What follows belongs to an exercise in optimizing a design on an open flow for small area and few clock cycles; a production flow would make more cautious choices. The RTL was checked by simulation tests, not by an equivalence proof against the original design. Power and IR drop assume default switching activity.

<file path="design/flow/config.mk">
export PLATFORM = sky130hd
export DESIGN_NAME = jnge_engine
export DESIGN_NICKNAME = jnge_engine
export VERILOG_FILES = /design/flow/design.v
export SDC_FILE = /design/flow/constraint.sdc
export NUM_CORES = 4
export LEC_CHECK = 0
export ABC_AREA = 1
export CAP_MARGIN = 20
export CORE_MARGIN = 2
export CORE_UTILIZATION = 40
export SLEW_MARGIN = 20
</file>
<file path="design/flow/constraint.sdc">
create_clock -name core_clock -period 10.0 [get_ports {clk}]
set_input_delay 2.0000 -clock core_clock [delete_from_list [all_inputs] [get_ports {clk}]]
set_output_delay 2.0000 -clock core_clock [all_outputs]
set_load 0.01 [all_outputs]
</file>
<file path="design/flow/design.v">
module jnge_channel (
    input  wire        clk,
    input  wire        rst,
    input  wire        clear,
    input  wire        rx_valid,
    output wire        rx_ready,
    input  wire [7:0]  rx_data,
    output wire        tx_valid,
    input  wire        tx_ready,
    output wire [7:0]  tx_data,
    output wire        tx_last,
    output wire        diag_valid,
    output wire [1:0]  diag_kind,
    output wire [63:0] diag_frame,
    input  wire        rs_mode,
    input  wire        rs_ac,
    input  wire [15:0] rs_bat,
    input  wire [15:0] rs_on,
    input  wire [15:0] rs_off,
    output wire        wr_on,
    output wire        wr_off,
    output wire [15:0] wr_value,
    input  wire        slot,
    output wire [6:0]  rom_addr,
    input  wire [15:0] rom_data
);
    localparam [1:0] K_RUN   = 2'd0;
    localparam [1:0] K_BASIC = 2'd1;
    localparam [1:0] K_ACK   = 2'd2;
    localparam [1:0] K_EXC   = 2'd3;
    localparam [1:0] EV_CRC     = 2'd0;
    localparam [1:0] EV_UNKNOWN = 2'd1;
    localparam [1:0] EV_ILLEGAL = 2'd2;
    function [15:0] crc_byte;
        input [15:0] crc;
        input [7:0]  data;
        integer i;
        reg [15:0] c;
        begin
            c = crc ^ {8'h00, data};
            for (i = 0; i < 8; i = i + 1)
                c = c[0] ? ((c >> 1) ^ 16'hA001) : (c >> 1);
            crc_byte = c;
        end
    endfunction
    reg [7:0]  rx_buf [0:7];
    reg [3:0]  rx_ptr;       
    reg        crc_ok;       
    wire full = rx_ptr[3];
    wire [15:0] rx_crc_next = crc_byte((rx_ptr[2:0] == 3'd0) ? 16'hFFFF : {rx_buf[7], rx_buf[6]}, rx_data);
    reg        tx_active;
    reg [1:0]  tx_kind;
    reg [6:0]  tx_idx;       
    reg [15:0] tx_crc;       
    reg        f_ac;         
    reg        f_mode;       
    reg [7:0]  nb;           
    reg        nb_ok;
    reg hold_lo, hold_hi, in_crc, at_last;
    always @(*) begin
        case (tx_kind)
            K_RUN: begin     
                hold_lo = tx_idx < 7'd21;
                hold_hi = 1'b0;
                in_crc  = tx_idx[6] && (tx_idx[4] || tx_idx[3:0] == 4'hF);
                at_last = tx_idx[6] && tx_idx[4];
            end
            K_BASIC: begin   
                hold_lo = tx_idx < 7'd47;
                hold_hi = tx_idx < 7'd49;
                in_crc  = tx_idx[6] && tx_idx[4] && tx_idx[2] && (tx_idx[1] || tx_idx[0]);
                at_last = tx_idx[6] && tx_idx[4] && tx_idx[2] && tx_idx[1];
            end
            K_ACK: begin     
                hold_lo = 1'b0;
                hold_hi = !(tx_idx[2] && tx_idx[1]);
                in_crc  = tx_idx[2] && tx_idx[1];
                at_last = tx_idx[2] && tx_idx[1] && tx_idx[0];
            end
            default: begin   
                hold_lo = 1'b0;
                hold_hi = 1'b0;
                in_crc  = tx_idx[2] || (tx_idx[1] && tx_idx[0]);
                at_last = tx_idx[2];
            end
        endcase
        hold_lo = hold_lo && tx_active;
        hold_hi = hold_hi && tx_active;
    end
    reg rx_free;
    always @(*) begin
        case (rx_ptr[2:1])
            2'd1:    rx_free = !hold_lo;
            2'd2:    rx_free = !hold_hi;
            default: rx_free = 1'b1;
        endcase
    end
    assign rx_ready = full ? !tx_active : rx_free;
    wire rx_take = rx_valid && rx_ready;
    wire dispatch = full && !tx_active && !clear && !rst;
    wire [47:0] hdr = {rx_buf[0], rx_buf[1], rx_buf[2], rx_buf[3], rx_buf[4], rx_buf[5]};
    wire is_run    = (hdr == 48'h061210000024);
    wire is_basic  = (hdr == 48'h061610240027);
    wire is_write  = (hdr[47:32] == 16'h0618);
    wire is_wr_on  = is_write && (hdr[31:16] == 16'h1037);
    wire is_wr_off = is_write && (hdr[31:16] == 16'h1038);
    wire is_wr_ill = is_write && !is_wr_on && !is_wr_off;
    wire answered  = crc_ok && (is_run || is_basic || is_write);
    assign wr_on    = dispatch && crc_ok && is_wr_on;
    assign wr_off   = dispatch && crc_ok && is_wr_off;
    assign wr_value = hdr[15:0];
    assign diag_valid = dispatch && !(crc_ok && (is_run || is_basic || is_wr_on || is_wr_off));
    assign diag_kind  = !crc_ok ? EV_CRC : (is_wr_ill ? EV_ILLEGAL : EV_UNKNOWN);
    assign diag_frame = {hdr, rx_buf[6], rx_buf[7]};
    assign rom_addr = {tx_kind[0], tx_idx[6:1]};
    wire [7:0] rom_byte = tx_idx[0] ? rom_data[7:0] : rom_data[15:8];
    reg [7:0] fix_byte;
    reg       fix_ok;
    always @(*) begin
        fix_ok   = 1'b1;
        fix_byte = 8'hxx;
        if (tx_idx == 7'd0) begin
            fix_byte = 8'h06;
        end else if (in_crc) begin
            fix_byte = tx_crc[7:0];
        end else begin
            case (tx_kind)
                K_RUN: begin
                    case (tx_idx)
                        7'd0:    fix_byte = 8'h06;
                        7'd1:    fix_byte = 8'h12;
                        7'd9:    fix_byte = f_ac   ? 8'h00 : 8'h08;
                        7'd10:   fix_byte = f_ac   ? 8'h00 : 8'hFC;
                        7'd19:   fix_byte = rx_buf[2];
                        7'd20:   fix_byte = rx_buf[3];
                        7'd71:   fix_byte = f_mode ? 8'h00 : 8'h07;
                        7'd72:   fix_byte = f_mode ? 8'h32 : 8'h08;
                        7'd77:   fix_byte = f_mode ? 8'h00 : 8'h2E;
                        7'd78:   fix_byte = f_mode ? 8'h00 : 8'hE0;
                        default: fix_ok = 1'b0;
                    endcase
                end
                K_BASIC: begin
                    case (tx_idx)
                        7'd0:    fix_byte = 8'h06;
                        7'd1:    fix_byte = 8'h16;
                        7'd45:   fix_byte = rx_buf[2];
                        7'd46:   fix_byte = rx_buf[3];
                        7'd47:   fix_byte = rx_buf[4];
                        7'd48:   fix_byte = rx_buf[5];
                        default: fix_ok = 1'b0;
                    endcase
                end
                K_ACK: begin
                    case (tx_idx)
                        7'd0:    fix_byte = 8'h06;
                        7'd1:    fix_byte = 8'h18;
                        7'd2:    fix_byte = 8'h10;
                        7'd3:    fix_byte = f_ac ? 8'h38 : 8'h37;
                        7'd4:    fix_byte = rx_buf[4];
                        default: fix_byte = rx_buf[5];
                    endcase
                end
                default: begin
                    case (tx_idx)
                        7'd0:    fix_byte = 8'h06;
                        7'd1:    fix_byte = 8'h98;
                        default: fix_byte = 8'h02;
                    endcase
                end
            endcase
        end
    end
    wire byte_ok = fix_ok || nb_ok || slot;
    assign tx_valid = tx_active ? byte_ok : (dispatch && answered);
    assign tx_data  = fix_ok ? fix_byte : nb_ok ? nb : rom_byte;
    assign tx_last  = tx_active && at_last;
    wire tx_take = tx_active && byte_ok && tx_ready;
    wire tx_sent = tx_valid && tx_ready;     
    always @(posedge clk) begin
        if (rx_take) begin
            rx_buf[rx_ptr[2:0]] <= rx_data;
            if (!(rx_ptr[2] && rx_ptr[1]))
                {rx_buf[7], rx_buf[6]} <= rx_crc_next;
            if (rx_ptr[2:0] == 3'd6)
                crc_ok <= (rx_crc_next[15:8] == 8'h00);
            if (rx_ptr[2:0] == 3'd7)
                crc_ok <= crc_ok && (rx_data == rx_buf[7]);
        end
        if (dispatch && is_run) begin
            rx_buf[2] <= rs_bat[15:8];
            rx_buf[3] <= rs_bat[7:0];
        end
        if (dispatch && is_basic) begin
            rx_buf[2] <= rs_on[15:8];
            rx_buf[3] <= rs_on[7:0];
            rx_buf[4] <= rs_off[15:8];
            rx_buf[5] <= rs_off[7:0];
        end
        if (tx_take) begin
            nb_ok <= slot && !tx_idx[0];
            nb    <= rom_data[7:0];
        end else if (slot && !nb_ok) begin
            nb_ok <= 1'b1;
            nb    <= rom_byte;
        end
        if (!tx_active)
            nb_ok <= 1'b0;
        if (rst || clear) begin
            rx_ptr    <= 4'd0;
            tx_active <= 1'b0;
            tx_idx    <= 7'd0;
            tx_crc    <= 16'hFFFF;
        end else begin
            if (full && !tx_active)
                rx_ptr <= {3'd0, rx_take};
            else if (rx_take)
                rx_ptr <= rx_ptr + 4'd1;
            if (dispatch) begin
                tx_active <= answered;
                if (is_run)
                    tx_kind <= K_RUN;
                else if (is_basic)
                    tx_kind <= K_BASIC;
                else if (is_wr_ill)
                    tx_kind <= K_EXC;
                else
                    tx_kind <= K_ACK;
                f_ac   <= is_run ? rs_ac : rx_buf[3][3];
                f_mode <= rs_mode;
            end
            if (tx_sent) begin
                if (tx_last) begin
                    tx_active <= 1'b0;
                    tx_idx    <= 7'd0;
                    tx_crc    <= 16'hFFFF;
                end else begin
                    tx_idx <= tx_idx + 7'd1;
                    tx_crc <= crc_byte(tx_crc, tx_data);
                end
            end
        end
    end
endmodule
module jnge_engine (
    input  wire         clk,
    input  wire         rst,
    input  wire [3:0]   rx_valid,
    output wire [3:0]   rx_ready,
    input  wire [31:0]  rx_data,
    output wire [3:0]   tx_valid,
    input  wire [3:0]   tx_ready,
    output wire [31:0]  tx_data,
    output wire [3:0]   tx_last,
    input  wire [3:0]   ch_clear,
    input  wire         h_valid,
    input  wire [2:0]   h_op,
    input  wire [15:0]  h_wdata,
    output wire [49:0]  h_rdata,
    output wire [3:0]   diag_valid,
    output wire [7:0]   diag_kind,
    output wire [255:0] diag_frame
);
    localparam integer NCHAN = 4;
    localparam        INIT_MODE     = 1'b0;       
    localparam        INIT_AC_STATE = 1'b0;       
    localparam [15:0] INIT_BAT_VOLT = 16'h0208;
    localparam [15:0] INIT_ON_THR   = 16'h0104;
    localparam [15:0] INIT_OFF_THR  = 16'h00F0;
    localparam [2:0] HSET_MODE = 3'd1;
    localparam [2:0] HSET_AC   = 3'd2;
    localparam [2:0] HSET_BAT  = 3'd3;
    localparam [2:0] HSET_ON   = 3'd4;
    localparam [2:0] HSET_OFF  = 3'd5;
    reg        rs_mode;
    reg        rs_ac;
    reg [15:0] rs_bat;
    reg [15:0] rs_on;
    reg [15:0] rs_off;
    assign h_rdata = {rs_mode, rs_ac, rs_bat, rs_on, rs_off};
    wire [NCHAN-1:0] wr_on;
    wire [NCHAN-1:0] wr_off;
    wire [16*NCHAN-1:0] wr_value;
    reg ph;
    always @(posedge clk)
        ph <= rst ? 1'b0 : !ph;
    wire [7*NCHAN-1:0]  rom_addr;
    wire [15:0]         rom_data [0:NCHAN/2-1];
    genvar c;
    generate
        for (c = 0; c < NCHAN; c = c + 1) begin : ch
            jnge_channel u_chan (
                .clk        (clk),
                .rst        (rst),
                .clear      (ch_clear[c]),
                .rx_valid   (rx_valid[c]),
                .rx_ready   (rx_ready[c]),
                .rx_data    (rx_data[8*c +: 8]),
                .tx_valid   (tx_valid[c]),
                .tx_ready   (tx_ready[c]),
                .tx_data    (tx_data[8*c +: 8]),
                .tx_last    (tx_last[c]),
                .diag_valid (diag_valid[c]),
                .diag_kind  (diag_kind[2*c +: 2]),
                .diag_frame (diag_frame[64*c +: 64]),
                .rs_mode    (rs_mode),
                .rs_ac      (rs_ac),
                .rs_bat     (rs_bat),
                .rs_on      (rs_on),
                .rs_off     (rs_off),
                .wr_on      (wr_on[c]),
                .wr_off     (wr_off[c]),
                .wr_value   (wr_value[16*c +: 16]),
                .slot       (ph == c[0]),
                .rom_addr   (rom_addr[7*c +: 7]),
                .rom_data   (rom_data[c/2])
            );
        end
        for (c = 0; c < NCHAN/2; c = c + 1) begin : rom
            jnge_rom u_rom (
                .addr (ph ? rom_addr[7*(2*c+1) +: 7] : rom_addr[7*(2*c) +: 7]),
                .data (rom_data[c])
            );
        end
    endgenerate
    reg [15:0] next_on;
    reg [15:0] next_off;
    integer i;
    always @(*) begin
        next_on  = rs_on;
        next_off = rs_off;
        for (i = 0; i < NCHAN; i = i + 1) begin
            if (wr_on[i])
                next_on = wr_value[16*i +: 16];
            if (wr_off[i])
                next_off = wr_value[16*i +: 16];
        end
        if (h_valid && h_op == HSET_ON)
            next_on = h_wdata;
        if (h_valid && h_op == HSET_OFF)
            next_off = h_wdata;
    end
    always @(posedge clk) begin
        if (rst) begin
            rs_mode <= INIT_MODE;
            rs_ac   <= INIT_AC_STATE;
            rs_bat  <= INIT_BAT_VOLT;
            rs_on   <= INIT_ON_THR;
            rs_off  <= INIT_OFF_THR;
        end else begin
            if (h_valid && h_op == HSET_MODE)
                rs_mode <= h_wdata[0];
            if (h_valid && h_op == HSET_AC)
                rs_ac <= h_wdata[0];
            if (h_valid && h_op == HSET_BAT)
                rs_bat <= h_wdata;
            rs_on  <= next_on;
            rs_off <= next_off;
        end
    end
endmodule
module jnge_rom (
    input  wire [6:0]  addr,
    output reg  [15:0] data
);
    localparam [8*79-1:0] TPL_RUN   = 632'h061248D1D2D3D4559F05437978049AF212AA4D4F2622AA9EBEFFD372E294DA39C445C0F259B2668EF0F267DBA87028328D89DBB5C3EB8E86E84D8CEF00CA64EE9D5DC13D3822A55224E67E75CFA82D;
    localparam [8*85-1:0] TPL_BASIC = 680'h06164ED1D2D3D447D9E75B63D3A021C2D6CE263B91874E6824D617F7E0530C3675F1A0D159DA899FC96D0388B515880D95C9CFD627CFB3ACDA74E5035411AE37675BD60F3451E4CB6A99832F2E1E643EAFF5AA39B4;
    localparam [8*86-1:0] RUN_W   = {TPL_RUN, 56'h0};
    localparam [8*86-1:0] BASIC_W = {TPL_BASIC, 8'h0};
    always @(*) begin
        data = 16'hxxxx;
        if (!addr[6]) begin
            if (addr[5:0] < 6'd40)
                data = RUN_W[8*86-1-16*addr[5:0] -: 16];
        end else begin
            if (addr[5:0] < 6'd43)
                data = BASIC_W[8*86-1-16*addr[5:0] -: 16];
        end
    end
endmodule
</file>
<file path="design/flow/flow/run.sh">
#!/bin/bash
# Layout flow: the standard synthesis, then the combinational logic is
# re-mapped with a stronger ABC area script (registers untouched: same
# instance names and cell types), then the standard ORFS flow from
# floorplan to finish. Port buffers use the smallest buffer cell; the clock
# tree uses small clock buffers in small clusters, without dummy loads.
set -euo pipefail
WORK=$(pwd)
FLOWDIR=$WORK/flow
R=$WORK/orfs/results/$FLOW_PLATFORM/jnge_engine/base
LIB=$FLOW_HOME/platforms/$FLOW_PLATFORM/lib/sky130_fd_sc_hd__tt_025C_1v80.lib

# 1. standard synthesis
bash standard.sh synth > $WORK/synth_std.log 2>&1
cp $R/1_2_yosys.v $WORK/1_2_yosys_std.v

# 2. re-map the combinational logic
export RS_LIB=$LIB RS_TOP=$FLOW_TOP RS_DIR=$WORK RS_SCRIPT=$FLOWDIR/area.abc
export RS_IN=$WORK/1_2_yosys_std.v RS_OUT=$WORK/1_2_yosys_rs.v
export RS_DONT_USE="$(sed -n '/DONT_USE_CELLS += /,/^#/p' $FLOW_HOME/platforms/$FLOW_PLATFORM/config.mk | grep -o 'sky130_fd_sc_hd__[a-z0-9_]*' | tr '\n' ' ')"
ok=0
if yosys -c $FLOWDIR/resynth.tcl > $WORK/resynth.log 2>&1; then
    # the registers must be exactly the standard synthesis's
    regs() { grep -E '^\s*sky130_fd_sc_hd__[a-z]*df[a-z0-9_]* ' "$1" | sed 's/($//' | awk '{print $1, $2}' | sort; }
    regs $RS_IN > $WORK/regs_std.txt
    regs $RS_OUT > $WORK/regs_rs.txt
    if cmp -s $WORK/regs_std.txt $WORK/regs_rs.txt && [ -s $WORK/regs_std.txt ]; then
        ok=1
    fi
fi
echo "resynthesis used: $ok" | tee $WORK/resynth_used.txt
if [ $ok = 1 ]; then
    cp $RS_OUT $R/1_2_yosys.v
    rm -f $R/1_synth.odb $R/1_synth.sdc
fi

# 3. the rest of the standard flow
bash standard.sh "BUFFER_PORTS_ARGS=-buffer_cell sky130_fd_sc_hd__buf_1" \
    "CTS_ARGS=-sink_clustering_enable -repair_clock_nets -dont_use_dummy_load -buf_list sky130_fd_sc_hd__clkbuf_4 -sink_clustering_size 8 -sink_clustering_max_diameter 40" \
    finish > $WORK/finish.log 2>&1
</file>
<file path="design/flow/flow/area.abc">
strash
 dch -f
 amap
 mfs2
 strash
 dch -f
 amap
 mfs2
 strash
 dch -f
 amap
 mfs2
 strash
 dch -f
 amap
 topo
</file>
<file path="design/flow/flow/resynth.tcl">
# Re-map the combinational logic of the standard synthesis netlist with a
# stronger ABC area script. Registers (and any cell without a logic
# function) stay as they are, with their instance names and cell types.
set lib $::env(RS_LIB)
yosys read_liberty -ignore_miss_func $lib
yosys read_verilog $::env(RS_IN)
yosys hierarchy -top $::env(RS_TOP)
yosys setattr -mod -set keep_hierarchy 1 sky130_fd_sc_hd__*df*
yosys tee -o $::env(RS_DIR)/rs_before.txt stat -liberty $lib
yosys flatten
yosys opt_clean -purge
yosys rename -hide w:*.*
set du {}
foreach c $::env(RS_DONT_USE) { lappend du -dont_use $c }
yosys abc -script $::env(RS_SCRIPT) -liberty $lib {*}$du
yosys opt_clean -purge
yosys splitnets
yosys opt_clean -purge
yosys hilomap -singleton -hicell sky130_fd_sc_hd__conb_1 HI -locell sky130_fd_sc_hd__conb_1 LO
yosys insbuf -buf sky130_fd_sc_hd__buf_4 A X
yosys delete =sky130_fd_sc_hd__*
yosys read_liberty -lib -ignore_miss_func $lib
yosys tee -o $::env(RS_DIR)/rs_after.txt stat -liberty $lib
yosys check -assert -mapped
yosys write_verilog -noattr -nohex -nodec $::env(RS_OUT)
</file>
<file path="design/flow/standard.sh">
#!/bin/bash
# synth_recipe.tcl (not shown) runs the flow's synth.tcl, then flattens the netlist and writes it again
# the make line also repeats each setting of config.mk as NAME=value (left out here)
make -C /OpenROAD-flow-scripts/flow DESIGN_CONFIG=/design/flow/config.mk WORK_HOME=/design/flow/orfs CLKGATE_MAP_FILE= SYNTH_SCRIPT=/design/flow/synth_recipe.tcl "${@:-finish}"
</file>
==> results of run 1 <==
==> repair_timing <==
action | 4_1_cts | 5_1_grt
endpoints found under the setup margin | 0 | 10
resized for setup | 0 | 3
setup buffers | 0 | 0
==> per-layer routing <==
layer	up-vias	part of all wire, %
met5	-	0.015
met4	4	6.2
met3	533	12
met2	2688	41
met1	17000	40
li1	16200	-
==> power by group through the flow <==
stage               combinational (mW)  clock (mW)  sequential [mW]
detailed placement               0.449           0             2.26
floorplan                        0.233           0             2.25
global placement                 0.451           0             2.26
CTS                              0.451        1.15             2.21
finish                           0.465        1.13             2.22
global route                     0.501        1.22             2.22
==> stage by stage <==
step           area, sq um  util, %
2_1_floorplan        30300        -
3_3_place_gp         33700     45.2
3_5_place_dp         33800     45.2
4_1_cts              34400     46.1
5_1_grt              34500     46.1
6_report             34500     46.1
==> cell type report <==
class                           instances  area [sq um]  share of cell area, %
Multi-Input combinational cell       3017         15900                   46.1
Timing Repair Buffer                  500          2150                   6.24
Tap cell                              969          1210                   3.52
Sequential cell                       475         12600                   36.5
Antenna cell                            8          20.0                 0.0581
Inverter                              511          1920                   5.58
Clock buffer                           91           683                   1.98
==> layout by cell type, fill, tap and decap left out, drive strengths merged, types with 10 or more instances in the layout <==
cell,instances
clkinv,510
o21ai,527
nand3,47
nor2,746
nand4,49
a31o,10
buf,499
o31ai,16
or2,35
a221oi,48
o22a,19
nand2,360
nor2b,15
a22oi,18
nor3,166
or4,22
a221o,16
o311ai,13
a21oi,198
o221ai,27
a31oi,73
edfxtp,308
a211oi,45
o32ai,13
o41ai,22
or3,53
o21a,31
dfxtp,167
clkbuf,92
nor4,53
a2111oi,34
o22ai,290
==> flip-flops by register name (all words and copies together) (netlist names) <==
name	count
ch.u_chan.rx_buf	256
ch.u_chan.tx_crc	64
ch.u_chan.nb	32
ch.u_chan.tx_idx	28
ch.u_chan.rx_ptr	16
rs_bat	16
rs_off	16
rs_on	16
ch.u_chan.tx_kind	8
ch.u_chan.crc_ok	4
ch.u_chan.f_ac	4
ch.u_chan.f_mode	4
ch.u_chan.nb_ok	4
ch.u_chan.tx_active	4
ph	1
rs_ac	1
rs_mode	1
==> worst max-delay path: stages (launching register included) <==
cell and delay [ns]:
dfxtp_1 0.37, clkinvlp_4 0.42, o22ai_1 0.40, clkinv_1 0.18, nor2_1 0.19, clkinv_1 0.17
nand2_1 0.13, nand2_1 0.09, and2_0 0.31, nor2_1 0.80, clkinv_1 0.52, nor2_1 0.46
nor2_1 0.14, nor2_1 0.29, nor2_1 0.15, o311ai_0 0.71, a31oi_1 0.36, o22a_1 0.35
o21ai_0 0.28, o21a_1 0.24, buf_1 0.16
==> how the worst min path moves through the flow <==
stage,end,slack (ns),cells past startpoint
floorplan,ch[2].u_chan.tx_crc[11]$_SDFFE_PP1P_,0.44,2
detailed placement,ch[3].u_chan.tx_crc[10]$_SDFFE_PP1P_,0.46,2
global placement,ch[3].u_chan.tx_crc[10]$_SDFFE_PP1P_,0.45,2
finish,ch[0].u_chan.tx_crc[3]$_SDFFE_PP1P_,0.43,2
CTS,ch[0].u_chan.tx_crc[3]$_SDFFE_PP1P_,0.43,2
global route,ch[0].u_chan.tx_crc[3]$_SDFFE_PP1P_,0.45,2
==> reports/results.ini, run 1 <==
[final_layout]
drive_gt1_share_pct=3.94
nNetsFinal=4662
fillers=7821
areaGrowthSynthToFinish_pct=13.7
layout.cells.non_filler=5571

[global_route]
use_met3_pct=9.82
grtUsageTotal_pct=38.9
grt_max_degree=42
antenna_found_initial=7
grt_pass1_vias=33100
use_met2_pct=56.3
globalRouteMet1Util_pct=53.0
top_usage_layer=met2
grt_pass1_wl_um=226000
grt_remaining_overflow=0

[clocking]
clock_latency_ns=0.97
cts_tree=built
cts_hold_buf=0
cts_sinks=475
htreeDepth=3
cts_buffer_depth=3
numCtsBuffers=91
root_buffer=clkbuf_4
clk_pin_slew_ns=0.06

[setup_path]
endpoint=tx_data[5]
r2r_cells=31
critPathKind=flop to output pin
crit_start=ph$_SDFF_PP0_
cp-start-kind=flop
cp.arrival_ns=7.57
r2r-end=ch[0].u_chan.tx_crc[0]$_SDFFE_PP1P_
endpoint_kind=output pin
reg2reg_from=ph$_SDFF_PP0_
regToRegSetupSlack_ns=1.51
cp.required_ns=8.00
worstPathMaxFanout=22

[timing]
final.min_clock_period_ns=9.57
worstMarginPinSlew_ns=1.21
fmax_ghz=0.105
finalCritPeriodShare_pct=95.7
maxSlewViolCount=0
fin_ws_ns=0.432
setup_violations=0
hold_slack_ns=0.431
finClkSkew_ns=0.172
rsz0062_at_grt=false
finalHoldViolCount=0
max_slew_margin_pct=19.0
tns_ns=0

[placed_design]
dp_slack_ns=1.43
dp_cells=5471
hpwl_um=122000
portBuffers=427
gp_congestion=1.03

[die]
io_pins=428
initial_core_util_pct=40.6
core-area_sq_um=74700
fp.dieArea_sq_um=78000
row_count=100
die_y_um=279
die-width_um=279

[routing]
vias=36400
dr.pass1.iters=7
detail-route-antenna-nets=0
vias_per_cell=6.53
drc=0
drt-total-wl_um=158000
wire_per_inst_um=28.4
drt-initial-drc-count=5238

[power_and_ir_drop]
p_clk_share_pct=29.7
p_total_mw=3.82
p_comb_share_pct=12.2
netSwitchingFraction_pct=29.3
seqPwrFrac_pct=58.1
p_leak_nw=10.5
switchingPower_mw=1.12
powerDensity_nw_per_um2=111
irDropWorstVdd_mv=0.0899
internal_power_mw=2.70

[synth]
syn_avg_cell_area_sq_um=7.58
ys_warn_count=3
synth_nets=4069
synth_area_sq_um=30300
syn_inst=4003

[worst_hold_path]
holdCritStartpoint=ch[0].u_chan.tx_crc[11]$_SDFFE_PP1P_
hold_path.class=flop to flop

[outcome]
status=timing/DRC/antenna clean

[job]
maxCapViolations=0

Testbench counts, summed over its fixed seeds: cycles 84,410.
==> run 2, diff against run 1 <==
--- a/design/flow/design.v
+++ b/design/flow/design.v
@@ -24,3 +24,5 @@
     output wire [6:0]  rom_addr,
-    input  wire [15:0] rom_data
+    input  wire [15:0] rom_data,
+    output wire        rom_busy,
+    output wire        rom_swap
 );
@@ -115,2 +117,5 @@
     assign rom_addr = {tx_kind[0], tx_idx[6:1]};
+    wire   dispatch_tpl = dispatch && crc_ok && (is_run || is_basic);
+    assign rom_busy = (tx_active && !tx_kind[1]) || dispatch_tpl;
+    assign rom_swap = dispatch_tpl && !slot;
     wire [7:0] rom_byte = tx_idx[0] ? rom_data[7:0] : rom_data[15:8];
@@ -286,2 +291,13 @@
         ph <= rst ? 1'b0 : !ph;
+    wire [NCHAN-1:0] rom_busy;
+    wire [NCHAN-1:0] rom_swap;
+    reg  [NCHAN/2-1:0] sw;
+    integer p;
+    always @(posedge clk) begin
+        for (p = 0; p < NCHAN/2; p = p + 1)
+            if (rst)
+                sw[p] <= 1'b0;
+            else if ((rom_swap[2*p] && !rom_busy[2*p+1]) || (rom_swap[2*p+1] && !rom_busy[2*p]))
+                sw[p] <= !sw[p];
+    end
     wire [7*NCHAN-1:0]  rom_addr;
@@ -313,5 +329,7 @@
                 .wr_value   (wr_value[16*c +: 16]),
-                .slot       (ph == c[0]),
+                .slot       ((ph ^ sw[c/2]) == c[0]),
                 .rom_addr   (rom_addr[7*c +: 7]),
-                .rom_data   (rom_data[c/2])
+                .rom_data   (rom_data[c/2]),
+                .rom_busy   (rom_busy[c]),
+                .rom_swap   (rom_swap[c])
             );
@@ -320,3 +338,3 @@
             jnge_rom u_rom (
-                .addr (ph ? rom_addr[7*(2*c+1) +: 7] : rom_addr[7*(2*c) +: 7]),
+                .addr ((ph ^ sw[c]) ? rom_addr[7*(2*c+1) +: 7] : rom_addr[7*(2*c) +: 7]),
                 .data (rom_data[c])
==> reports/results.ini, run 2 <==
[outcome]
status=timing/DRC/antenna clean

[global_route]
grt_pass1_vias=33200
use_met2_pct=55.8
grt_max_degree=39
grt_remaining_overflow=0
antenna_found_initial=9
globalRouteMet1Util_pct=53.5
grtUsageTotal_pct=38.9
grt_pass1_wl_um=226000
top_usage_layer=met2
use_met3_pct=9.25

[routing]
detail-route-antenna-nets=0
vias=36600
drt-initial-drc-count=5144
wire_per_inst_um=28.0
dr.pass1.iters=6
drt-total-wl_um=159000
drc=0
vias_per_cell=6.44

[die]
row_count=101
die_y_um=281
fp.dieArea_sq_um=79000
core-area_sq_um=75900
die-width_um=281
io_pins=428
initial_core_util_pct=40.4

[clocking]
cts_sinks=477
ctsResizeCount=0
cts_setup_buffers=0
numCtsBuffers=93
clk_pin_slew_ns=0.06
htreeDepth=3
cts_tree=built
clock_latency_ns=0.93
root_buffer=clkbuf_4
cts_buffer_depth=3
cts_hold_buf=0

[setup_path]
reg2reg_from=ph$_SDFF_PP0_
cp_top_family=compound AO/OA/AOI/OAI gates
r2r-end=ch[0].u_chan.tx_crc[0]$_SDFFE_PP1P_
endpoint=tx_data[3]
endpoint_kind=output pin
cpMaxStageDelayCell=a2111oi_1
crit_buf_inv=8
cp-start-kind=flop
r2r_cells=38
critPathKind=flop to output pin
worst-path-stages=27
regToRegSetupSlack_ns=1.50
cp.required_ns=8.00
slowest_delay_ns=0.71
worstPathMaxFanout=13
cp.arrival_ns=7.49
crit_start=ph$_SDFF_PP0_

[placed_design]
dp_cells=5577
placed_area_sq_um=34200
portBuffers=427
gp_congestion=1.06
dp_slack_ns=1.37
hpwl_um=125000

[power_and_ir_drop]
p_leak_nw=10.8
irDropWorstVdd_mv=0.0861
powerDensity_nw_per_um2=111
p_total_mw=3.89

[final_layout]
areaGrowthSynthToFinish_pct=14.0
layout.cells.non_filler=5678
layout_commonest_cell=nor2_1
final_cell_mix=760 x nor2_1, 494 x clkinv_1, 463 x o21ai_0, 426 x buf_1, 368 x nand2_1
biggestRegsByFlops=ch.u_chan.rx_buf (256), ch.u_chan.tx_crc (64), ch.u_chan.nb (32)
stdcell_area_sq_um=35000
largest_register_ffs=256
final_util_pct=46.1
regMostFlops=ch.u_chan.rx_buf
nNetsFinal=4708
fillers=8017
drive_gt1_share_pct=4.07

[synth]
synth_area_sq_um=30700
ys_warn_count=3
synth_nets=4107
syn_inst=4041
syn_avg_cell_area_sq_um=7.59

[timing]
rsz0062_at_grt=false
setup_violations=0
finalHoldViolCount=0
finClkSkew_ns=0.142
fin_ws_ns=0.508
hold_slack_ns=0.469
final.min_clock_period_ns=9.49
tns_ns=0
maxSlewViolCount=0
fmax_ghz=0.105
max_slew_margin_pct=27.7
finalCritPeriodShare_pct=94.9
worstMarginPinSlew_ns=1.07

[job]
maxCapViolations=0

[worst_hold_path]
hold_path.class=flop to flop

[run 2: area by class of cell]
type / instances / area (sq um) / area share [%]
diodes: 8 / 20.0 / 0.0572
clock buffers: 93 / 698 / 2.00
inverters: 494 / 1850 / 5.30
multi-input cells: 3070 / 16300 / 46.6
flip-flops and latches: 477 / 12600 / 36.1
well taps: 1030 / 1290 / 3.68
repair buffers: 506 / 2200 / 6.28
[run 2: worst min-delay path by stage]
stage,startpoint,to,cells past startpoint
6_report,ch[0].u_chan.tx_crc[12]$_SDFFE_PP1P_,ch[0].u_chan.tx_crc[12]$_SDFFE_PP1P_,2
5_1_grt,ch[0].u_chan.tx_crc[13]$_SDFFE_PP1P_,ch[0].u_chan.tx_crc[13]$_SDFFE_PP1P_,2
4_1_cts,ch[0].u_chan.tx_crc[12]$_SDFFE_PP1P_,ch[0].u_chan.tx_crc[12]$_SDFFE_PP1P_,2
3_5_place_dp,ch[1].u_chan.tx_crc[10]$_SDFFE_PP1P_,ch[1].u_chan.tx_crc[10]$_SDFFE_PP1P_,2
3_3_place_gp,ch[3].u_chan.tx_crc[10]$_SDFFE_PP1P_,ch[3].u_chan.tx_crc[10]$_SDFFE_PP1P_,2
2_1_floorplan,ph$_SDFF_PP0_,ph$_SDFF_PP0_,1
[run 2: layer usage]
layer  vias up  wire [um]
met5         -         41
met4         6      10100
met3       524      18400
met2      2497      65900
met1     17100      64500
li1      16400          -
[run 2: tightest hold or removal path, stage by stage (launching register included)]
cell,delay (ns)
dfxtp_1,0.32
a21oi_1,0.06
o21ai_0,0.06
[run 2: power breakdown]
| group | internal, mW | switching, mW | total (mW) |
|---|---|---|---|
| registers | 2.16 | 0.0548 | 2.22 |
| logic | 0.148 | 0.381 | 0.529 |
| clock network | 0.421 | 0.721 | 1.14 |
| total | 2.73 | 1.16 | 3.89 |
Testbench counts of run 2, summed over its fixed seeds: cycles 83,972.
==> run 3, diff against run 2 <==
--- a/design/flow/design.v
+++ b/design/flow/design.v
@@ -49,5 +49,5 @@
     reg [3:0]  rx_ptr;       
+    reg        crc_lo_ok;    
     reg        crc_ok;       
     wire full = rx_ptr[3];
-    wire [15:0] rx_crc_next = crc_byte((rx_ptr[2:0] == 3'd0) ? 16'hFFFF : {rx_buf[7], rx_buf[6]}, rx_data);
     reg        tx_active;
@@ -188,7 +188,7 @@
             if (!(rx_ptr[2] && rx_ptr[1]))
-                {rx_buf[7], rx_buf[6]} <= rx_crc_next;
+                {rx_buf[7], rx_buf[6]} <= crc_byte((rx_ptr[2:0] == 3'd0) ? 16'hFFFF : {rx_buf[7], rx_buf[6]}, rx_data);
             if (rx_ptr[2:0] == 3'd6)
-                crc_ok <= (rx_crc_next[15:8] == 8'h00);
+                crc_lo_ok <= (rx_data == rx_buf[6]);
             if (rx_ptr[2:0] == 3'd7)
-                crc_ok <= crc_ok && (rx_data == rx_buf[7]);
+                crc_ok <= crc_lo_ok && (rx_data == rx_buf[7]);
         end
==> reports/results.ini, run 3 <==
[setup_path]
cp_common_cell=clkinv_1
cp.arrival_ns=7.53
endpoint_kind=output pin
worstPathMaxFanout=21
cpMaxStageDelayCell=nor3_1
r2r_cells=40
reg2reg_from=ph$_SDFF_PP0_
path_cells=nor2_1, a21oi_1, buf_4, clkinv_1, o22ai_1, clkinv_1, nor2_1, clkinv_1, o21ai_1, buf_4, clkinv_1, nor3_1, nor2_1, nand2_1, clkinv_1, a21oi_1, o21ai_0, a311oi_1, buf_4, a21oi_1, o21a_1, a2111oi_0, buf_1
cp-start-kind=flop
crit_start=ph$_SDFF_PP0_
cp.required_ns=8.00
r2r-end=ch[0].u_chan.tx_crc[0]$_SDFFE_PP1P_
slowest_delay_ns=0.91
critPathKind=flop to output pin
regToRegSetupSlack_ns=1.65

[power_and_ir_drop]
p_total_mw=3.86
irDropWorstVdd_mv=0.109
powerDensity_nw_per_um2=110
p_leak_nw=10.7

[routing]
drt-total-wl_um=161000
detail-route-antenna-nets=0
vias=37100
drt-initial-drc-count=5421
wire_per_inst_um=28.3
dr.pass1.iters=9
vias_per_cell=6.53
drc=0

[clocking]
ctsResizeCount=0
htreeDepth=3
cts_sinks=481
cts_buffer_depth=3
cts_tree=built
clock_latency_ns=0.93
clk_pin_slew_ns=0.06
root_buffer=clkbuf_4
numCtsBuffers=92
cts_setup_buffers=0
cts_hold_buf=0

[synth]
syn_avg_cell_area_sq_um=7.64
synth_nets=4108
synth_area_sq_um=30900
syn_inst=4042
ys_warn_count=3

[worst_hold_path]
hold_path.class=flop to flop
holdCritStartpoint=ph$_SDFF_PP0_
hold_path_end=ph$_SDFF_PP0_
hold_depth=1

[die]
initial_core_util_pct=40.5
core-area_sq_um=76200
row_count=101
fp.dieArea_sq_um=79400
io_pins=428
die-width_um=282
die_y_um=282

[final_layout]
areaGrowthSynthToFinish_pct=13.9
stdcell_area_sq_um=35200
final_cell_mix=712 x nor2_1, 510 x clkinv_1, 455 x o21ai_0, 426 x buf_1, 334 x o22ai_1
largest_register_ffs=256
nNetsFinal=4711
layout_commonest_cell=nor2_1
biggestRegsByFlops=ch.u_chan.rx_buf (256), ch.u_chan.tx_crc (64), ch.u_chan.nb (32)
drive_gt1_share_pct=4.11
regMostFlops=ch.u_chan.rx_buf
fillers=8017

[timing]
max_slew_margin_pct=26.3
final.min_clock_period_ns=9.53
finalCritPeriodShare_pct=95.3
setup_violations=0
finalHoldViolCount=0
maxSlewViolCount=0
tns_ns=0
fin_ws_ns=0.471
worstMarginPinSlew_ns=1.10
finClkSkew_ns=0.196
rsz0062_at_grt=false
fmax_ghz=0.105

[global_route]
grt_pass1_vias=33200
grtUsageTotal_pct=38.9
grt_pass1_wl_um=228000
grt_remaining_overflow=0
antenna_found_initial=5
grt_max_degree=40

[placed_design]
gp_congestion=1.03
placed_area_sq_um=34400
portBuffers=427
dp_slack_ns=1.59
hpwl_um=124000

[job]
maxCapViolations=0

[outcome]
status=timing/DRC/antenna clean

## run 3: cell count changes in the layout (fill, tap and decap cells not counted), sizes merged, moves of 15 or more
| cell | change |
|---|---|
| a21oi | +26 |
| o22ai | +35 |
| nor3 | +27 |
| a31oi | +19 |
| nor2 | -47 |
| nand2 | -40 |
| o32ai | -15 |
| clkinv | +16 |
## run 3: worst max-delay path: cells and delay by family, from the launching register on
kind,cells,cell delay [ns]
buffers and inverters,9,2.30
AO/OA/AOI/OAI,9,2.36
AND/OR/NAND/NOR,5,1.63
flip-flops,1,0.40
## run 3: report_power, final
part           internal (mW)  switching (mW)  leakage, nW  total, mW
Sequential              2.18          0.0670         4.26       2.25
Combinational          0.131           0.320         6.05      0.452
Clock                  0.417           0.739        0.423       1.16
Total                   2.73            1.13         10.7       3.86
## run 3: stage by stage
stage / utilization, % / hold WS [ns] / std cells
2_1_floorplan: - / 0.423 / 4042
5_1_grt: 46.1 / 0.506 / 5676
4_1_cts: 46.1 / 0.463 / 5673
3_5_place_dp: 45.2 / 0.444 / 5581
6_report: 46.1 / 0.465 / 5676
3_3_place_gp: 45.2 / 0.452 / 5580
## run 3: layout make-up
class                   count  area, sq um  share of cell area (%)
multi-input cells        3051        16300                    46.3
flip-flops and latches    481        12800                    36.3
repair buffers            509         2220                    6.30
inverters                 510         1910                    5.44
well taps                1030         1290                    3.66
clock buffers              92          691                    1.96
diodes                      3         7.51                  0.0213
## run 3: how the worst max path moves through the flow
stage / end / depth (start not counted)
after detailed placement: tx_data[28] / 24
after global placement: tx_data[28] / 23
after global routing: tx_data[28] / 24
final: tx_data[28] / 23
after CTS: tx_data[28] / 26
after floorplan: tx_data[20] / 17
## run 3: metal layers
metal  vias up  routed length (um)  track usage, %
met5         -                  22               0
met4         4                8680            18.2
met3       468               20100            9.70
met2      2692               67400            56.8
met1     17400               64500            53.7
li1      16500                   -               -
Testbench counts of run 3, summed over its fixed seeds: cycles 83,972.
==> run 4, diff against run 3 <==
--- a/design/flow/design.v
+++ b/design/flow/design.v
@@ -24,5 +24,3 @@
     output wire [6:0]  rom_addr,
-    input  wire [15:0] rom_data,
-    output wire        rom_busy,
-    output wire        rom_swap
+    input  wire [15:0] rom_data
 );
@@ -49,5 +47,5 @@
     reg [3:0]  rx_ptr;       
-    reg        crc_lo_ok;    
     reg        crc_ok;       
     wire full = rx_ptr[3];
+    wire [15:0] rx_crc_next = crc_byte((rx_ptr[2:0] == 3'd0) ? 16'hFFFF : {rx_buf[7], rx_buf[6]}, rx_data);
     reg        tx_active;
@@ -56,3 +54,2 @@
     reg [15:0] tx_crc;       
-    reg        f_ac;         
     reg        f_mode;       
@@ -76,3 +73,3 @@
             K_ACK: begin     
-                hold_lo = 1'b0;
+                hold_lo = tx_idx < 7'd4;
                 hold_hi = !(tx_idx[2] && tx_idx[1]);
@@ -117,5 +114,2 @@
     assign rom_addr = {tx_kind[0], tx_idx[6:1]};
-    wire   dispatch_tpl = dispatch && crc_ok && (is_run || is_basic);
-    assign rom_busy = (tx_active && !tx_kind[1]) || dispatch_tpl;
-    assign rom_swap = dispatch_tpl && !slot;
     wire [7:0] rom_byte = tx_idx[0] ? rom_data[7:0] : rom_data[15:8];
@@ -136,4 +130,4 @@
                         7'd1:    fix_byte = 8'h12;
-                        7'd9:    fix_byte = f_ac   ? 8'h00 : 8'h08;
-                        7'd10:   fix_byte = f_ac   ? 8'h00 : 8'hFC;
+                        7'd9:    fix_byte = rx_buf[4][0] ? 8'h00 : 8'h08;
+                        7'd10:   fix_byte = rx_buf[4][0] ? 8'h00 : 8'hFC;
                         7'd19:   fix_byte = rx_buf[2];
@@ -163,3 +157,3 @@
                         7'd2:    fix_byte = 8'h10;
-                        7'd3:    fix_byte = f_ac ? 8'h38 : 8'h37;
+                        7'd3:    fix_byte = rx_buf[3];
                         7'd4:    fix_byte = rx_buf[4];
@@ -188,7 +182,7 @@
             if (!(rx_ptr[2] && rx_ptr[1]))
-                {rx_buf[7], rx_buf[6]} <= crc_byte((rx_ptr[2:0] == 3'd0) ? 16'hFFFF : {rx_buf[7], rx_buf[6]}, rx_data);
+                {rx_buf[7], rx_buf[6]} <= rx_crc_next;
             if (rx_ptr[2:0] == 3'd6)
-                crc_lo_ok <= (rx_data == rx_buf[6]);
+                crc_ok <= (rx_crc_next[15:8] == 8'h00);
             if (rx_ptr[2:0] == 3'd7)
-                crc_ok <= crc_lo_ok && (rx_data == rx_buf[7]);
+                crc_ok <= crc_ok && (rx_data == rx_buf[7]);
         end
@@ -197,2 +191,3 @@
             rx_buf[3] <= rs_bat[7:0];
+            rx_buf[4] <= {7'd0, rs_ac};
         end
@@ -233,3 +228,2 @@
                     tx_kind <= K_ACK;
-                f_ac   <= is_run ? rs_ac : rx_buf[3][3];
                 f_mode <= rs_mode;
@@ -291,13 +285,2 @@
         ph <= rst ? 1'b0 : !ph;
-    wire [NCHAN-1:0] rom_busy;
-    wire [NCHAN-1:0] rom_swap;
-    reg  [NCHAN/2-1:0] sw;
-    integer p;
-    always @(posedge clk) begin
-        for (p = 0; p < NCHAN/2; p = p + 1)
-            if (rst)
-                sw[p] <= 1'b0;
-            else if ((rom_swap[2*p] && !rom_busy[2*p+1]) || (rom_swap[2*p+1] && !rom_busy[2*p]))
-                sw[p] <= !sw[p];
-    end
     wire [7*NCHAN-1:0]  rom_addr;
@@ -329,7 +312,5 @@
                 .wr_value   (wr_value[16*c +: 16]),
-                .slot       ((ph ^ sw[c/2]) == c[0]),
+                .slot       (ph == c[0]),
                 .rom_addr   (rom_addr[7*c +: 7]),
-                .rom_data   (rom_data[c/2]),
-                .rom_busy   (rom_busy[c]),
-                .rom_swap   (rom_swap[c])
+                .rom_data   (rom_data[c/2])
             );
@@ -338,3 +319,3 @@
             jnge_rom u_rom (
-                .addr ((ph ^ sw[c]) ? rom_addr[7*(2*c+1) +: 7] : rom_addr[7*(2*c) +: 7]),
+                .addr (ph ? rom_addr[7*(2*c+1) +: 7] : rom_addr[7*(2*c) +: 7]),
                 .data (rom_data[c])
@@ -383,15 +364,133 @@
 );
-    localparam [8*79-1:0] TPL_RUN   = 632'h061248D1D2D3D4559F05437978049AF212AA4D4F2622AA9EBEFFD372E294DA39C445C0F259B2668EF0F267DBA87028328D89DBB5C3EB8E86E84D8CEF00CA64EE9D5DC13D3822A55224E67E75CFA82D;
-    localparam [8*85-1:0] TPL_BASIC = 680'h06164ED1D2D3D447D9E75B63D3A021C2D6CE263B91874E6824D617F7E0530C3675F1A0D159DA899FC96D0388B515880D95C9CFD627CFB3ACDA74E5035411AE37675BD60F3451E4CB6A99832F2E1E643EAFF5AA39B4;
-    localparam [8*86-1:0] RUN_W   = {TPL_RUN, 56'h0};
-    localparam [8*86-1:0] BASIC_W = {TPL_BASIC, 8'h0};
     always @(*) begin
-        data = 16'hxxxx;
-        if (!addr[6]) begin
-            if (addr[5:0] < 6'd40)
-                data = RUN_W[8*86-1-16*addr[5:0] -: 16];
-        end else begin
-            if (addr[5:0] < 6'd43)
-                data = BASIC_W[8*86-1-16*addr[5:0] -: 16];
-        end
+        case (addr)
+            7'd0: data = 16'h48D1;
+            7'd1: data = 16'h48D1;
+            7'd2: data = 16'hD2D3;
+            7'd3: data = 16'hD455;
+            7'd4: data = 16'h9F00;
+            7'd5: data = 16'h0079;
+            7'd6: data = 16'h7804;
+            7'd7: data = 16'h9AF2;
+            7'd8: data = 16'h12AA;
+            7'd9: data = 16'h4D00;
+            7'd10: data = 16'h0022;
+            7'd11: data = 16'hAA9E;
+            7'd12: data = 16'hBEFF;
+            7'd13: data = 16'hD372;
+            7'd14: data = 16'hE294;
+            7'd15: data = 16'hDA39;
+            7'd16: data = 16'hC445;
+            7'd17: data = 16'hC0F2;
+            7'd18: data = 16'h59B2;
+            7'd19: data = 16'h668E;
+            7'd20: data = 16'hF0F2;
+            7'd21: data = 16'h67DB;
+            7'd22: data = 16'hA870;
+            7'd23: data = 16'h2832;
+            7'd24: data = 16'h8D89;
+            7'd25: data = 16'hDBB5;
+            7'd26: data = 16'hC3EB;
+            7'd27: data = 16'h8E86;
+            7'd28: data = 16'hE84D;
+            7'd29: data = 16'h8CEF;
+            7'd30: data = 16'h00CA;
+            7'd31: data = 16'h64EE;
+            7'd32: data = 16'h9D5D;
+            7'd33: data = 16'hC13D;
+            7'd34: data = 16'h3822;
+            7'd35: data = 16'hA500;
+            7'd36: data = 16'h00E6;
+            7'd37: data = 16'h7E75;
+            7'd38: data = 16'hCF00;
+            7'd39: data = 16'hCF00;
+            7'd40: data = 16'h9D5D;
+            7'd41: data = 16'hC13D;
+            7'd42: data = 16'h3822;
+            7'd43: data = 16'hA500;
+            7'd44: data = 16'h00E6;
+            7'd45: data = 16'h7E75;
+            7'd46: data = 16'hCF00;
+            7'd47: data = 16'hCF00;
+            7'd48: data = 16'h9D5D;
+            7'd49: data = 16'hC13D;
+            7'd50: data = 16'h3822;
+            7'd51: data = 16'hA500;
+            7'd52: data = 16'h00E6;
+            7'd53: data = 16'h7E75;
+            7'd54: data = 16'hCF00;
+            7'd55: data = 16'hCF00;
+            7'd56: data = 16'h9D5D;
+            7'd57: data = 16'hC13D;
+            7'd58: data = 16'h3822;
+            7'd59: data = 16'hA500;
+            7'd60: data = 16'h00E6;
+            7'd61: data = 16'h7E75;
+            7'd62: data = 16'hCF00;
+            7'd63: data = 16'hCF00;
+            7'd64: data = 16'h4ED1;
+            7'd65: data = 16'h4ED1;
+            7'd66: data = 16'hD2D3;
+            7'd67: data = 16'hD447;
+            7'd68: data = 16'hD9E7;
+            7'd69: data = 16'h5B63;
+            7'd70: data = 16'hD3A0;
+            7'd71: data = 16'h21C2;
+            7'd72: data = 16'hD6CE;
+            7'd73: data = 16'h263B;
+            7'd74: data = 16'h9187;
+            7'd75: data = 16'h4E68;
+            7'd76: data = 16'h24D6;
+            7'd77: data = 16'h17F7;
+            7'd78: data = 16'hE053;
+            7'd79: data = 16'h0C36;
+            7'd80: data = 16'h75F1;
+            7'd81: data = 16'hA0D1;
+            7'd82: data = 16'h59DA;
+            7'd83: data = 16'h899F;
+            7'd84: data = 16'hC96D;
+            7'd85: data = 16'h0388;
+            7'd86: data = 16'hB500;
+            7'd87: data = 16'hB500;
+            7'd88: data = 16'h00C9;
+            7'd89: data = 16'hCFD6;
+            7'd90: data = 16'h27CF;
+            7'd91: data = 16'hB3AC;
+            7'd92: data = 16'hDA74;
+            7'd93: data = 16'hE503;
+            7'd94: data = 16'h5411;
+            7'd95: data = 16'hAE37;
+            7'd96: data = 16'h675B;
+            7'd97: data = 16'hD60F;
+            7'd98: data = 16'h3451;
+            7'd99: data = 16'hE4CB;
+            7'd100: data = 16'h6A99;
+            7'd101: data = 16'h832F;
+            7'd102: data = 16'h2E1E;
+            7'd103: data = 16'h643E;
+            7'd104: data = 16'hAFF5;
+            7'd105: data = 16'hAA39;
+            7'd106: data = 16'hB400;
+            7'd107: data = 16'hB400;
+            7'd108: data = 16'hAFF5;
+            7'd109: data = 16'hAA39;
+            7'd110: data = 16'hB400;
+            7'd111: data = 16'hB400;
+            7'd112: data = 16'h675B;
+            7'd113: data = 16'hD60F;
+            7'd114: data = 16'h3451;
+            7'd115: data = 16'hE4CB;
+            7'd116: data = 16'h6A99;
+            7'd117: data = 16'h832F;
+            7'd118: data = 16'h2E1E;
+            7'd119: data = 16'h643E;
+            7'd120: data = 16'hAFF5;
+            7'd121: data = 16'hAA39;
+            7'd122: data = 16'hB400;
+            7'd123: data = 16'hB400;
+            7'd124: data = 16'hAFF5;
+            7'd125: data = 16'hAA39;
+            7'd126: data = 16'hB400;
+            default: data = 16'hB400;
+        endcase
     end
==> reports/results.ini, run 4 <==
[timing]
finalHoldViolCount=0
hold_slack_ns=0.465
rsz0062_at_grt=false
max_slew_margin_pct=21.7
fin_ws_ns=2.08
worstMarginPinSlew_ns=1.17
final.min_clock_period_ns=7.92
finalCritPeriodShare_pct=79.2
maxSlewViolCount=0
fmax_ghz=0.126
tns_ns=0
finClkSkew_ns=0.219
setup_violations=0

[power_and_ir_drop]
p_leak_nw=10.4
powerDensity_nw_per_um2=112
irDropWorstVdd_mv=0.0763

[routing]
drc=0
wire_per_inst_um=29.0
vias=35800
drt-initial-drc-count=5301
vias_per_cell=6.58
drt-total-wl_um=158000
detail-route-antenna-nets=0
dr.pass1.iters=9

[synth]
ys_warn_count=3
synth_nets=3940
syn_inst=3874
synth_area_sq_um=30000
syn_avg_cell_area_sq_um=7.75

[die]
fp.dieArea_sq_um=77200
io_pins=428
row_count=100
die_y_um=278
die-width_um=278
core-area_sq_um=74300
initial_core_util_pct=40.4

[job]
maxCapViolations=0

[placed_design]
gp_congestion=1.04
dp_slack_ns=3.26
dp_cells=5341
hpwl_um=124000
portBuffers=427

[setup_path]
r2r_cells=25
reg2reg_from=ch[0].u_chan.tx_idx[3]$_SDFFE_PP0P_
cpMaxStageDelayCell=o21ai_0
regToRegSetupSlack_ns=3.05
cp.required_ns=8.00
cp.arrival_ns=5.92
endpoint_kind=output pin
path_cells=clkinv_1, o22ai_1, buf_4, clkinv_1, buf_4, nor2_1, buf_4, clkinv_1, o21ai_0, clkinv_1, o21ai_0, o311ai_0, o21ai_0, clkinv_1, a221oi_1, o32ai_1, buf_1
r2r-end=ch[1].u_chan.tx_crc[0]$_SDFFE_PP1P_
slowest_delay_ns=0.52
worstPathMaxFanout=9
cp-start-kind=flop
critPathKind=flop to output pin
cp_common_cell=clkinv_1

[final_layout]
areaGrowthSynthToFinish_pct=13.6
fillers=7849
final_util_pct=45.9
nNetsFinal=4530
drive_gt1_share_pct=3.79
layout.cells.non_filler=5438
biggestRegsByFlops=ch.u_chan.rx_buf (256), ch.u_chan.tx_crc (64), ch.u_chan.nb (32)
layout_commonest_cell=nor2_1
largest_register_ffs=256
regMostFlops=ch.u_chan.rx_buf
final_cell_mix=714 x nor2_1, 546 x clkinv_1, 426 x buf_1, 378 x o21ai_0, 315 x nand2_1

[worst_hold_path]
holdCritStartpoint=ch[1].u_chan.tx_crc[12]$_SDFFE_PP1P_
hold_path_end=ch[1].u_chan.tx_crc[4]$_SDFFE_PP1P_
hold_depth=2
hold_path.class=flop to flop

[global_route]
grt_max_degree=42
grtUsageTotal_pct=39.2
grt_pass1_vias=32700
antenna_found_initial=8
grt_remaining_overflow=0
grt_pass1_wl_um=225000

[clocking]
numCtsBuffers=89
ctsResizeCount=0
clk_pin_slew_ns=0.09
root_buffer=clkbuf_4
clock_latency_ns=0.99
cts_hold_buf=0
cts_buffer_depth=3
cts_tree=built
htreeDepth=3
cts_setup_buffers=0
cts_sinks=471

[outcome]
status=timing/DRC/antenna clean

==> run 4: through the flow <==
stage                     power [mW]  cell area (sq um)
after floorplan                 2.49              30000
after global placement          2.72              33400
after detailed placement        2.71              33400
after CTS                       3.80              34100
after global routing            3.93              34100
final                           3.81              34100
==> run 4: worst max-delay path: cells and delay by family, from the launching register on <==
family                 cells  cell delay, ns
buffers and inverters      9            1.95
and+or+nand+nor            1            0.10
AOI/OAI and AO/OA          7            2.49
DFF                        1            0.48
==> run 4: area by class of cell <==
cell class                      count  area [sq um]  area share [%]
Clock buffer                       89           668            1.96
Timing Repair Buffer              499          2140            6.29
Antenna cell                        7          17.5          0.0514
Inverter                          546          2050            6.01
Sequential cell                   471         12500            36.6
Multi-Input combinational cell   2857         15500            45.6
Tap cell                          969          1210            3.56
==> run 4: routing by layer <==
| layer | global-route usage (%) | vias to the layer above | share of wire (%) |
|---|---|---|---|
| met5 | 0 | - | 0.020 |
| met4 | 19.4 | 6 | 6.0 |
| met3 | 8.84 | 521 | 11 |
| met2 | 57.7 | 2500 | 42 |
| met1 | 54.0 | 16900 | 41 |
| li1 | - | 15900 | - |
==> run 4: power breakdown <==
group	internal [mW]	switching, mW
Combinational	0.140	0.360
Clock	0.403	0.715
Sequential	2.14	0.0481
==> run 4: how the worst max path moves through the flow <==
stage	from	endpoint	slack, ns
after floorplan	ph$_SDFF_PP0_	tx_data[17]	2.46
after global placement	ph$_SDFF_PP0_	tx_data[14]	3.13
after detailed placement	ph$_SDFF_PP0_	tx_data[14]	3.26
after CTS	ch[0].u_chan.tx_idx[3]$_SDFFE_PP0P_	tx_data[14]	2.27
after global routing	ch[0].u_chan.tx_idx[3]$_SDFFE_PP0P_	tx_data[14]	1.72
final	ch[0].u_chan.tx_idx[3]$_SDFFE_PP0P_	tx_data[14]	2.08
Testbench counts of run 4, summed over its fixed seeds: cycles 84,410.
==> run 5, diff against run 4 <==
==> design/flow/flow/area.abc (replaced) <==
strash
 dch -f
 amap
 mfs2
 strash
 dch -f
 amap
 mfs2
 strash
 dch -f
 amap
 mfs2
 strash
 dch -f
 amap
 mfs2
 strash
 dch -f
 amap
 mfs2
 strash
 dch -f
 amap
 mfs2
 strash
 dch -f
 amap
 mfs2
 strash
 dch -f
 amap
 topo
==> reports/results.ini, run 5 <==
[clocking]
cts_buffer_depth=3
cts_sinks=471
numCtsBuffers=89
cts_setup_buffers=0
htreeDepth=3
root_buffer=clkbuf_4
clock_latency_ns=0.97
cts_hold_buf=0
cts_tree=built
ctsResizeCount=0
clk_pin_slew_ns=0.08

[synth]
synth_area_sq_um=29500
ys_warn_count=3
syn_avg_cell_area_sq_um=7.79
syn_inst=3783
synth_nets=3849

[routing]
drt-initial-drc-count=5076
drt-total-wl_um=156000
wl_met3_um=19300
drc=0
dr.pass1.iters=7
detail-route-antenna-nets=0
wl_met1_um=61900
highest_layer=met5
wl_met2_um=65800
vias_per_cell=6.59
vias=35200
wire_per_inst_um=29.2

[global_route]
grt_remaining_overflow=0
grt_max_degree=46
grtUsageTotal_pct=39.8
grt_pass1_vias=32000
antenna_found_initial=11
grt_pass1_wl_um=222000

[timing]
tns_ns=0
max_slew_margin_pct=15.4
finClkSkew_ns=0.215
final.min_clock_period_ns=7.77
finalHoldViolCount=0
worstMarginPinSlew_ns=1.24
finalCritPeriodShare_pct=77.7
setup_violations=0
fmax_ghz=0.129
rsz0062_at_grt=false
fin_ws_ns=2.23
maxSlewViolCount=0
hold_slack_ns=0.479

[setup_path]
worstPathMaxFanout=14
cp_common_cell=clkinv_1
critPathKind=flop to output pin
cpMaxStageDelayCell=nor2_1
cp-start-kind=flop
cp_top_family=simple AND/OR/NAND/NOR gates
crit_buf_inv=8
cp.arrival_ns=5.77
cp.required_ns=8.00
path_cells=clkinv_1, nor2_1, clkinv_1, nor2_1, nand2_1, nor2_1, clkinv_1, nand4_1, clkinv_1, o21ai_0, nor4_1, buf_4, nor2b_1, clkinv_1, a221oi_1, a311o_1, a21oi_1, clkinv_1, buf_1
r2r_cells=16
reg2reg_from=ch[0].u_chan.tx_kind[1]$_SDFFCE_PP0P_
endpoint_kind=output pin
crit_start=ch[3].u_chan.tx_idx[0]$_SDFFE_PP0P_
r2r-end=ch[0].u_chan.tx_crc[15]$_SDFFE_PP1P_
slowest_delay_ns=0.70
regToRegSetupSlack_ns=3.00

[worst_hold_path]
hold_path.class=flop to flop
holdCritStartpoint=ch[2].u_chan.tx_crc[12]$_SDFFE_PP1P_
hold_path_end=ch[2].u_chan.tx_crc[12]$_SDFFE_PP1P_
hold_depth=2

[final_layout]
layout_commonest_cell=nor2_1
drive_gt1_share_pct=3.88
nNetsFinal=4444
regMostFlops=ch.u_chan.rx_buf
stdcell_area_sq_um=33600
largest_register_ffs=256
areaGrowthSynthToFinish_pct=13.9
final_cell_mix=668 x nor2_1, 511 x clkinv_1, 426 x buf_1, 385 x o21ai_0, 322 x nand2_1
biggestRegsByFlops=ch.u_chan.rx_buf (256), ch.u_chan.tx_crc (64), ch.u_chan.nb (32)

[outcome]
status=timing/DRC/antenna clean

[placed_design]
gp_congestion=1.06
dp_slack_ns=3.24
portBuffers=427
hpwl_um=122000
placed_area_sq_um=32900

[power_and_ir_drop]
powerDensity_nw_per_um2=113
p_leak_nw=10.2
p_total_mw=3.80
irDropWorstVdd_mv=0.119

[die]
core-area_sq_um=73000
die_y_um=276
io_pins=428
fp.dieArea_sq_um=75900
row_count=99
initial_core_util_pct=40.4
die-width_um=276

[job]
maxCapViolations=0

[run 5: metrics by stage]
stage | util [%] | std cells
after floorplan | - | 3783
after global placement | 45.1 | 5246
after detailed placement | 45.1 | 5246
after CTS | 46.0 | 5335
after global routing | 46.0 | 5341
final | 46.0 | 5342
[run 5: where the power goes]
part	switching [mW]	internal (mW)
Clock	0.704	0.403
Combinational	0.368	0.140
Sequential	0.0464	2.14
Total	1.12	2.68
[run 5: area by class of cell]
type                       count  area [sq um]
antenna                        7          17.5
clock buffer                  89           668
fill                        7607         39400
inverter                     511          1920
multi-input combinational   2801         15100
sequential                   471         12500
tap                          959          1200
timing repair buffer         504          2180
[run 5: worst register-to-register path: stages, from the launching register on]
cell and delay [ns]:
edfxtp_1 0.63, clkinv_1 0.21, nor2_1 0.23, clkinv_1 0.28, nor2_1 0.22, o32ai_1 0.24
o31ai_1 0.22, clkinv_1 0.40, nor4_1 0.73, o21ai_0 0.25, or2_0 0.32, nand2_1 0.60
clkinv_1 0.62, a21oi_1 0.76, clkinv_1 0.63, o21ai_0 0.31, o21ai_0 0.10
[run 5: worst max-delay path by stage]
stage,end,depth (start not counted),slack (ns)
2_1_floorplan,tx_data[17],18,2.68
3_3_place_gp,tx_data[26],19,3.03
3_5_place_dp,tx_data[26],19,3.24
4_1_cts,tx_data[26],19,2.30
5_1_grt,tx_data[26],20,1.76
6_report,tx_data[30],19,2.23
[run 5: routing by layer]
layer / vias to the layer above / track usage (%)
met1: 16700 / 54.2
li1: 15500 / -
met3: 497 / 10.8
met5: - / 0
met4: 6 / 18.5
met2: 2471 / 58.6
==> run 6, diff against run 5 <==
--- a/design/flow/config.mk
+++ b/design/flow/config.mk
@@ -11,2 +11,3 @@
 export CORE_UTILIZATION = 40
+export GPL_TIMING_DRIVEN = 0
 export SLEW_MARGIN = 20
==> reports/results.ini, run 6 <==
[final_layout]
layout_commonest_cell=nor2_1
nNetsFinal=4380
stdcell_area_sq_um=33200
final_util_pct=45.6
regMostFlops=ch.u_chan.rx_buf
biggestRegsByFlops=ch.u_chan.rx_buf (256), ch.u_chan.tx_crc (64), ch.u_chan.nb (32)
drive_gt1_share_pct=3.06
areaGrowthSynthToFinish_pct=12.8
largest_register_ffs=256
final_cell_mix=657 x nor2_1, 510 x clkinv_1, 426 x buf_1, 378 x o21ai_0, 319 x nand2_1

[timing]
maxSlewViolCount=0
fmax_ghz=0.103
setup_violations=0
tns_ns=0
fin_ws_ns=0.303
finalHoldViolCount=0
final.min_clock_period_ns=9.70
max_slew_margin_pct=13.1
rsz0062_at_grt=false
finClkSkew_ns=0.184
worstMarginPinSlew_ns=1.27
finalCritPeriodShare_pct=97.0

[placed_design]
dp_slack_ns=1.06
placed_area_sq_um=32500
portBuffers=427
hpwl_um=119000
gp_congestion=1.02

[power_and_ir_drop]
p_leak_nw=9.93
p_total_mw=3.81
powerDensity_nw_per_um2=115
irDropWorstVdd_mv=0.0947

[global_route]
grt_max_degree=46
grtUsageTotal_pct=38.7
antenna_found_initial=7
grt_pass1_wl_um=216000
grt_remaining_overflow=0
grt_pass1_vias=31200

[die]
initial_core_util_pct=40.4
die-width_um=276
core-area_sq_um=73000
die_y_um=276
row_count=99
io_pins=428
fp.dieArea_sq_um=75900

[routing]
drt-total-wl_um=153000
vias=34900
detail-route-antenna-nets=0
dr.pass1.iters=9
vias_per_cell=6.61
wire_per_inst_um=28.9
drc=0
drt-initial-drc-count=5592

[setup_path]
crit_start=ph$_SDFF_PP0_
cpMaxStageDelayCell=o22ai_1
worstPathMaxFanout=25
reg2reg_from=ph$_SDFF_PP0_
cp.required_ns=8.00
slowest_delay_ns=1.14
cp.arrival_ns=7.70
path_cells=clkinvlp_4, o22ai_1, clkinv_1, nor2_1, clkinv_1, or4_1, a31oi_1, o22ai_1, a32oi_1, o31ai_1, a21oi_1, clkinv_1, buf_1
cp_common_cell=clkinv_1
cp_top_family=compound AO/OA/AOI/OAI gates
critPathKind=flop to output pin
cp-start-kind=flop
endpoint_kind=output pin
crit_buf_inv=5

[clocking]
cts_buffer_depth=3
cts_setup_buffers=0
htreeDepth=3
cts_sinks=471
cts_tree=built
clock_latency_ns=0.92
numCtsBuffers=91
root_buffer=clkbuf_4
clk_pin_slew_ns=0.09

[worst_hold_path]
hold_path.class=flop to flop
holdCritStartpoint=ch[2].u_chan.tx_crc[12]$_SDFFE_PP1P_

[synth]
syn_avg_cell_area_sq_um=7.79
ys_warn_count=3
synth_nets=3849
synth_area_sq_um=29500
syn_inst=3783

[outcome]
status=timing/DRC/antenna clean

[job]
maxCapViolations=0

-- run 6: changes by cell type in the layout (fill, tap and decap cells not counted), moves of 4 or more --
cell / before / now
buf_8: 0 / 4
o21ai_0: 385 / 378
o21ai_1: 1 / 6
o22ai_2: 2 / 7
buf_4: 77 / 1
nor2_1: 668 / 657
o22ai_1: 288 / 282
nor2_2: 1 / 12
-- run 6: metrics by stage --
step | hold slack, ns | instances
2_1_floorplan | 0.440 | 3783
3_3_place_gp | 0.452 | 5169
5_1_grt | 0.521 | 5273
3_5_place_dp | 0.467 | 5179
6_report | 0.484 | 5276
4_1_cts | 0.486 | 5270
-- run 6: repair_timing --
action,4_1_cts,5_1_grt
endpoints found under the setup margin,0,10
hold buffers,0,0
resized for setup,0,2
-- run 6: cell type report --
cell class | instances | area [sq um]
fillers | 7634 | 39700
multi-input cells | 2801 | 15200
flip-flops and latches | 471 | 12500
inverters | 511 | 1920
repair buffers | 438 | 1740
well taps | 959 | 1200
clock buffers | 91 | 683
diodes | 5 | 12.5
-- run 6: where the power goes --
part / internal, mW / leakage (nW) / switching (mW)
sequential: 2.14 / 4.18 / 0.0512
clock: 0.413 / 0.419 / 0.715
combinational: 0.135 / 5.33 / 0.360
total: 2.69 / 9.93 / 1.13
-- run 6: final timing paths --
check	endpoint	slack [ns]	cells after the start
setup / recovery	tx_data[31]	0.30	13
hold / removal	ch[2].u_chan.tx_crc[12]$_SDFFE_PP1P_	0.48	2
setup reg to reg	ch[1].u_chan.tx_crc[0]$_SDFFE_PP1P_	1.35	26
hold reg to reg	ch[2].u_chan.tx_crc[12]$_SDFFE_PP1P_	0.48	2
-- run 6: routing by layer --
metal  global-route usage [%]  share of wire, %
met1                     54.4                41
met2                     56.5                42
met3                     9.29                12
met4                     16.8               5.1
met5                        0             0.024
-- run 6: worst reg2reg max path, stage by stage (launching register included) --
cell and delay [ns]:
dfxtp_2 0.80, clkinvlp_4 0.72, o22ai_1 0.89, clkinv_1 0.64
nor2_1 0.49, clkinv_1 0.23, o21ai_0 0.84, o21ai_0 0.27
o21a_1 0.22, a21oi_1 0.26, o221ai_1 0.36, a22oi_1 0.32
o22a_1 0.17, o22ai_1 0.08, a21oi_1 0.22, nor2_1 0.06
a21oi_1 0.23, clkinv_1 0.13, o22ai_1 0.26, clkinv_1 0.14
o22ai_1 0.19, nand2_1 0.06, o21ai_0 0.15, nor2_1 0.09
a21oi_1 0.22, a21oi_1 0.10, a221o_1 0.35

==> afterwards: timing with drivers on the ports <==
The results above use ideal ports. As a check the final layouts listed here were re-extracted and re-timed, cells and wires unchanged. Step 1: set_driving_cell puts a clkbuf_16 on clk and a buf_2 on each other input, an assumption about the parent block. Step 2 times the ports against the registers' clock, not the clock port: input delays grow and output delays shrink by t, the midpoint of the rising clock arrivals with the driver on. Slacks: ideal / step 1 / step 2; pairs: ideal / step 1.
| run | shift t [ns] | setup WS [ns] | clock arrival spread, ns | slew at the worst register clock pin (ns) | worst slew at a driven data input, ns |
|---|---|---|---|---|---|
| run 1 | 0.940 | 0.432 / 0.366 / 1.306 | 0.196 / 0.196 | 0.11 / 0.11 | 0.10 |
| run 2 | 0.928 | 0.508 / 0.436 / 1.364 | 0.147 / 0.147 | 0.11 / 0.11 | 0.16 |
| run 3 | 0.919 | 0.471 / 0.399 / 1.318 | 0.219 / 0.220 | 0.10 / 0.10 | 0.14 |
| run 4 | 0.949 | 2.082 / 2.014 / 2.962 | 0.219 / 0.219 | 0.10 / 0.10 | 0.15 |
| run 5 | 0.930 | 2.235 / 2.169 / 3.002 | 0.227 / 0.227 | 0.11 / 0.11 | 0.19 |
| run 6 | 0.907 | 0.303 / 0.232 / 1.139 | 0.199 / 0.198 | 0.10 / 0.10 | 0.17 |
After both steps every run listed still meets setup and hold.
